Context: an optimization exercise on an open-source flow, tuned for small area. The choices shown serve that exercise and are no tape-out recipe.
In this exercise RTL edits were held to simulation tests only and were not proved equivalent to the original.
Power is estimated from default activity; no workload was simulated.

Setup of rev 12:
## jdo
module jdo (
    input  wire        clk,
    input  wire        rst,          
    input  wire [31:0] op,           
    input  wire [31:0] now,          
    output wire [15:0] pwm_out0,
    output wire [15:0] pwm_out1,
    output wire [16:0] disp_out,
    output wire        ind_out,
    output wire [31:0] result_out,
    output wire        fault_out
);
    localparam [31:0] DEBOUNCE_W = 32'd200000;
    reg [31:0] last_a, last_j;
    reg        va, vj;           
    reg        mod_en;
    reg        bj;               
    reg        pend_a, pend_j;
    reg [11:0] rx, ry;
    reg        vr;               
    reg        dm;               
    reg [10:0] pwm0_hi, pwm1_hi;
    reg        pwm0_sat, pwm1_sat;
    reg        disp_b;
    reg [5:0]  disp_inv;
    reg [6:0]  disp_non;
    reg [2:0]  phase;
    reg        faulted;
    reg [2:0]  fault_code;
    reg [31:0] result;
    wire [3:0]  opc  = op[31:28];
    wire        src  = op[27];
    wire [3:0]  idx  = op[3:0];
    wire z26 = (op[26:24] == 3'd0);
    wire z27 = z26 & ~op[27];
    wire z23 = (op[23:12] == 12'd0);
    wire z11 = (op[11:4] == 8'd0);
    wire z3  = (op[3:0] == 4'd0);
    wire is_nop    = (opc == 4'h0);
    wire is_fall   = (opc == 4'h1);
    wire is_svc    = (opc == 4'h2);
    wire is_sample = (opc == 4'h3);
    wire is_loopnz = (opc >= 4'h4) && (opc <= 4'h8);
    wire is_mapcn  = (opc == 4'h9);
    wire is_mapci  = (opc == 4'hA);
    wire is_mapd   = (opc == 4'hB);
    wire is_map    = is_mapcn | is_mapci | is_mapd;
    wire is_read   = (opc == 4'hC);
    wire illegal_op = (opc >= 4'hD);
    wire res_ok =
        ((is_nop | is_loopnz) & z27 & z23 & z11 & z3) |
        ((is_fall | is_svc)   & z26 & z23 & z11 & z3) |
        (is_sample & z27) |
        (is_map    & z27 & z23) |
        (is_read   & z27 & z23 & z11);
    wire reserved_field = !illegal_op && !res_ok;
    reg in_phase;
    always @(*) begin
        case (phase)
            3'd0:    in_phase = (opc == 4'h3);
            3'd1:    in_phase = (opc == 4'h4);
            3'd2:    in_phase = (opc == 4'h5);
            3'd3:    in_phase = (opc == 4'h6);
            3'd4:    in_phase = (opc == 4'h7);
            3'd5:    in_phase = (opc == 4'h8);
            default: in_phase = 1'b0;
        endcase
    end
  ...
Size in the first run: about 930 cells after synthesis, about 170 flip-flops, about 150 I/O pins, ~9600 µm² of cells after synthesis.
export LEC_CHECK = 0
export CAP_MARGIN = 20
export CORE_MARGIN = 2
export CORE_UTILIZATION = 70
export SLEW_MARGIN = 20
create_clock -name core_clock -period 25.0 [get_ports {clk}]
standard.sh (not shown) runs the stock make flow with config.mk's settings and CLKGATE_MAP_FILE= SYNTH_SCRIPT=/design/flow/synth_recipe.tcl, a recipe that flattens the netlist after the stock synthesis.
==> flow/flow/run.sh <==
#!/bin/bash
set -euo pipefail
export POST_FLOORPLAN_TCL="$PWD/flow/port_bufs.tcl"
export BUFFER_PORTS_ARGS="-buffer_cell sky130_fd_sc_hd__buf_1"
export CTS_ARGS="-sink_clustering_enable -repair_clock_nets -sink_clustering_size 12 -sink_clustering_max_diameter 60 -root_buf sky130_fd_sc_hd__clkbuf_8 -buf_list sky130_fd_sc_hd__clkbuf_8 -dont_use_dummy_load"
bash standard.sh > flow_make.log 2>&1
==> flow/flow/port_bufs.tcl <==
# POST_FLOORPLAN hook: remove the buffers that synthesis put in front of
# output ports (several ports on one net, or a constant). Global placement's
# buffer_ports then gives every output port a buffer of its own, as it does
# for all other ports.
set bufs {}
foreach inst [get_cells *] {
  if {![get_property [get_lib_cells -of_objects $inst] is_buffer]} continue
  foreach pin [get_pins -of_objects $inst -filter "direction==output"] {
    if {[llength [get_ports -quiet -of_objects [get_nets -of_objects $pin]]] > 0} {
      lappend bufs $inst
    }
  }
}
puts "port_bufs.tcl: removing [llength $bufs] buffers in front of output ports"
if {[llength $bufs] > 0} { remove_buffers $bufs }
Changes in rev 13 relative to rev 12:
--- a/flow/design.v
+++ b/flow/design.v
@@ -103,30 +103,19 @@
     wire is_read   = (opc == 4'hC);
     wire illegal_op = (opc >= 4'hD);
     wire res_ok =
         ((is_nop | is_loopnz) & z27 & z23 & z11 & z3) |
         ((is_fall | is_svc)   & z26 & z23 & z11 & z3) |
         (is_sample & z27) |
         (is_map    & z27 & z23) |
         (is_read   & z27 & z23 & z11);
     wire reserved_field = !illegal_op && !res_ok;
-    reg in_phase;
-    always @(*) begin
-        case (phase)
-            3'd0:    in_phase = (opc == 4'h3);
-            3'd1:    in_phase = (opc == 4'h4);
-            3'd2:    in_phase = (opc == 4'h5);
-            3'd3:    in_phase = (opc == 4'h6);
-            3'd4:    in_phase = (opc == 4'h7);
-            3'd5:    in_phase = (opc == 4'h8);
-            default: in_phase = 1'b0;
-        endcase
-    end
+    wire in_phase = (opc == {1'b0, phase} + 4'd3);
     wire is_loop  = is_sample | is_loopnz;
     wire pend_s   = src ? pend_j : pend_a;
     wire bad_reg  = (idx > 4'd10);
     wire seq_fault = is_loop & ~in_phase;
     wire spur      = is_svc & ~pend_s;
     wire exec_fault = seq_fault | spur | (is_read & bad_reg);
     wire raise = illegal_op | reserved_field | exec_fault;
     wire [2:0] raise_code = illegal_op ? 3'd1 : reserved_field ? 3'd2 :
                             seq_fault ? 3'd3 : spur ? 3'd4 : 3'd5;
@@ -249,26 +238,19 @@
             if (we_a) begin
                 va     <= 1'b1;
                 mod_en <= !mod_en;
             end
             if (we_j) begin
                 vj <= 1'b1;
                 bj <= !bj;
             end
             if (do_loop)
-                case (phase)
-                    3'd0:    phase <= 3'd1;
-                    3'd1:    phase <= 3'd2;
-                    3'd2:    phase <= 3'd3;
-                    3'd3:    phase <= 3'd4;
-                    3'd4:    phase <= 3'd5;
-                    default: phase <= 3'd0;
-                endcase
+                phase <= (phase == 3'd5) ? 3'd0 : phase + 3'd1;
             if (do_samp)
                 vr <= 1'b1;
         end
     end
     wire pwm_ld  = do_act & dm & nr;
     wire pwm_hd  = ~do_act & nr;
     wire disp_ld = do_rend & nr;
     wire disp_hd = ~do_rend & nr;
     always @(posedge clk) begin
### Flow results
Looking at slowest library cell on the worst path, the a2111oi_4 result is from rev 13; the mux2i_1 one comes from rev 12. Sum of routed wire segments on met1 went up by a few percent going from rev 12 to rev 13. Via total after detailed routing: rev 12 and rev 13 compared, higher one is rev 13. Compared with rev 12, rev 13 shows a higher global-route wire length before repair. From rev 12 to rev 13 the numbers moved as follows: global-route usage went up by 0.53 points, clock share of power held steady, post-synthesis instance area grew by 180 µm², parity-gate share of the synthesized area counting xor and xnor cells down 0.31 points. Diff rev 12 and rev 13: post-layout worst setup margin lower in rev 13. Maximum clock frequency was higher in rev 12 than in rev 13. Higher die boundary width among rev 12 and rev 13: rev 13. Rev 13 vs rev 12 — die area rose about 1.8%. Re proportion of layout cells with a drive suffix above 1: rev 13 is 0.35 points down on rev 12. The sequential share of layout area in rev 13 sits 0.80 points below the value recorded for rev 12.

-- port drivers added, routing unchanged --
The results above use ideal ports. As a check the final layouts listed here were re-extracted and re-timed, cells and wires unchanged.
Step 1, drivers: a clkbuf_16 drives clk and a buf_2 each remaining input, both assumed.
Step 2 adds t to the input delays and takes it off the output delays; t is the mean of the earliest and latest rising clock arrival at the registers after step 1. Input paths then give back, and output paths get back, about the clock's delay inside the block.
a / b / c = ideal ports / drivers / drivers and shift; a / b = the first two.
run | t, ns | setup WS [ns] | latest minus earliest clock arrival (ns) | slew at the worst register clock pin (ns) | worst slew at a driven data input, ns
rev 12 | 0.499 | 4.770 / 4.786 / 4.286 | 0.028 / 0.029 | 0.09 / 0.09 | 0.04
rev 13 | 0.495 | 4.049 / 4.062 / 3.567 | 0.030 / 0.030 | 0.09 / 0.09 | 0.04
After both steps every run listed still meets setup and hold. The setup slack of rev 12, which loses most, moves by +0.016 ns with the drivers and by -0.484 ns with both steps.
